Source: an optimization exercise on an open RTL-to-GDS flow (aim: small area, a short achievable clock period and few clock cycles per item). Production flows keep margins and buffers that such runs may drop.

## takum_unit
module takum_unit (
    input  wire        clk,
    input  wire        rst,
    input  wire        req_valid,
    output wire        req_ready,
    input  wire [3:0]  op,
    input  wire [15:0] a,
    input  wire [15:0] b,
    input  wire [31:0] k,
    input  wire        f_s,
    input  wire        f_d,
    input  wire [2:0]  f_r,
    input  wire [6:0]  f_c,
    input  wire [10:0] f_m,
    input  wire        l_sign,
    input  wire [20:0] l_in,
    output reg         resp_valid,
    output wire [15:0] y,
    output wire [1:0]  cls,
    output wire        g_s,
    output wire        g_d,
    output wire [2:0]  g_r,
    output wire [2:0]  g_rv,
    output wire [5:0]  g_p,
    output wire [6:0]  g_c,
    output wire [10:0] g_m,
    output wire        l_sign_out,
    output wire [20:0] l_out
);
export LEC_CHECK = 0
export ABC_AREA = 1
export CAP_MARGIN = 20
export CORE_MARGIN = 2
export CORE_UTILIZATION = 55
export CTS_CLUSTER_DIAMETER = 80
export CTS_CLUSTER_SIZE = 25
export SLEW_MARGIN = 20
create_clock -name core_clock -period 90.0 [get_ports {clk}]
standard.sh (not shown) runs the stock make flow with config.mk's settings and CLKGATE_MAP_FILE= SYNTH_SCRIPT=/design/flow/synth_recipe.tcl, a recipe that flattens the netlist after the stock synthesis.
==> flow/flow/run.sh <==
#!/bin/bash
# The standard layout, with plain buffers (buf_1) on the ports instead of
# the delay cell buffer_ports picks by default.
set -euo pipefail
export BUFFER_PORTS_ARGS="-buffer_cell sky130_fd_sc_hd__buf_1"
bash standard.sh finish > standard.log 2>&1
==> next run, changes <==
--- a/flow/design.v
+++ b/flow/design.v
@@ -24,13 +24,13 @@
     output wire [5:0]  g_p,
     output wire [6:0]  g_c,
     output wire [10:0] g_m,
     output wire        l_sign_out,
     output wire [20:0] l_out
 );
-    localparam [19:0] CUT = 20'b0100_0000_1000_0000_1000;
+    localparam [19:0] CUT = 20'b0000_0001_0000_0100_0000;
     localparam [3:0] OP_FDEC  = 4'b0000;
     localparam [3:0] OP_FENC  = 4'b0001;
     localparam [3:0] OP_TOL   = 4'b0010;
     localparam [3:0] OP_FROML = 4'b0011;
     localparam [3:0] OP_MUL   = 4'b1000;
     localparam [3:0] OP_DIV   = 4'b1001;
@@ -57,12 +57,29 @@
                 inc21[j] = x[j] ^ c;
                 c        = x[j] & c;
             end
             inc21[21] = c;
         end
     endfunction
+    function [21:0] pinc21;          
+        input [20:0] x;
+        input        ci;
+        reg   [20:0] p;
+        integer      l, j;
+        begin
+            p = x;
+            for (l = 0; l < 5; l = l + 1)
+                for (j = 0; j < 21; j = j + 1)
+                    if ((j >> l) & 1)
+                        p[j] = p[j] & p[((j >> l) << l) - 1];
+            pinc21[0] = x[0] ^ ci;
+            for (j = 1; j < 21; j = j + 1)
+                pinc21[j] = x[j] ^ (ci & p[j-1]);
+            pinc21[21] = ci & p[20];
+        end
+    endfunction
     function [21:0] add21;           
         input [20:0] x;
         input [20:0] y;
         input        ci;
         reg          c;
         integer      j;
@@ -125,13 +142,13 @@
     wire a_neg  = a0[15] & ~a_nar;
     wire sa     = a0[15];
     wire sb     = b0[15];
     wire k_zero = ~k31 & kz & (klo == 20'd0);
     wire k_pos  = ~k31 & ~k_zero;
     wire        msub = an ^ bn ^ op0[0];
-    wire [21:0] mt   = add21({1'b0, am}, {1'b0, bm} ^ {21{msub}}, msub);
+    wire [21:0] mt   = {1'b0, am} + ({1'b0, bm} ^ {21{msub}}) + msub;
     wire        mneg = msub & mt[20];                    
     wire        movf = ~msub & (mt[19] | (&mt[18:11]));  
     wire        lovf = lin0[20] ? (~lin0[19] | ((lin0[18:12] == 7'd0) & (~lin0[11] | (lin0[10:0] == 11'd0))))
                                 : (lin0[19] | (&lin0[18:11]));
     wire [21:0] kn   = inc21({1'b0, klo ^ {20{k31}}}, k31);
     wire        kbig = k31 ? ~(ko & (klo != 20'd0)) : ~kz;
@@ -311,13 +328,13 @@
     wire        sf    = ctl_f[5];
     wire        nf    = ctl_f[4];
     wire [1:0]  kindf = ctl_f[3:2];
     wire [1:0]  spf   = ctl_f[1:0];
     wire [20:0] mag  = mulf ? {acc_f, 1'b0} : {1'b0, sr_f};
     wire        stin = ~mulf & (|acc_f);
-    wire [21:0] uh   = inc21({13'd0, mag[19:12]}, 1'b1);       
+    wire [21:0] uh   = pinc21({13'd0, mag[19:12]}, 1'b1);       
     wire [7:0]  uhi  = uh[7:0];
     wire        sat  = mag[20] | uh[8];
     reg  [2:0]  rg;
     always @(*) begin
         casez (uhi)
             8'b1???????: rg = 3'd7;
@@ -339,13 +356,13 @@
     wire        rup   = rbit & (stk | mant[0]);
     wire [15:0] body  = {2'b01, rg, mant};
     wire        bmax  = &body[14:0];
     wire [15:0] bsel  = sat ? (nf ? 16'h0000 : 16'h7FFF) : (nf ? (body ^ 16'h8000) : body);
     wire        rsel  = ~sat & rup & (nf | ~bmax);
     wire        wneg  = sf ^ nf;
-    wire [21:0] wsum  = inc21({5'd0, bsel ^ {16{wneg}}}, rsel ^ wneg);
+    wire [21:0] wsum  = pinc21({5'd0, bsel ^ {16{wneg}}}, rsel ^ wneg);
     wire [15:0] w     = wsum[15:0];
     wire [15:0] yar   = (spf == SP_NAR)  ? 16'h8000 :
                         (spf == SP_ZERO) ? 16'h0000 :
                         (spf == SP_MAX)  ? {sf, {14{~sf}}, 1'b1} : w;
     wire [15:0] fa    = sr_f[15:0];
     wire [2:0]  dr    = fa[14] ? fa[13:11] : ~fa[13:11];
The new run went through all stages and came out clean; via count climbs by 8.7%; cell count goes up by 5.4%; setup slack is better by 0.059 ns; routed wire length is higher by 10%; synthesized area went up by 0.52%; sequential share of layout area went down by 5.3 points; die area climbs by 0.51%; synthesized cell count came out higher by 6.9%.
No functional check of the RTL was part of any run of this note.

==> static timing again, ports no longer ideal <==
The flow's constraints put no driver on any port. The routed layouts listed below were extracted and timed again, unchanged, in two steps. Step 1: set_driving_cell puts a clkbuf_16 on clk and a buf_2 on each other input, an assumption about the parent block. Step 2 moves the port delays by t, midway between the first and last clock arrival at a register: inputs arrive t later, outputs are due t later. That takes back most of the time a late clock gives input paths. a / b / c = ideal ports / drivers / drivers and shift; a / b = the first two.
run | t (ns) | setup WS [ns] | hold slack, ns | worst setup path at the end | clock arrival spread, ns
the first run | 0.586 | 68.588 / 68.588 / 68.588 | 0.321 / 0.321 / 0.321 | register to register | 0.028 / 0.028
the second run | 0.557 | 68.647 / 68.647 / 68.647 | 0.332 / 0.332 / 0.332 | register to register | 0.027 / 0.027
After both steps every run listed still meets setup and hold.
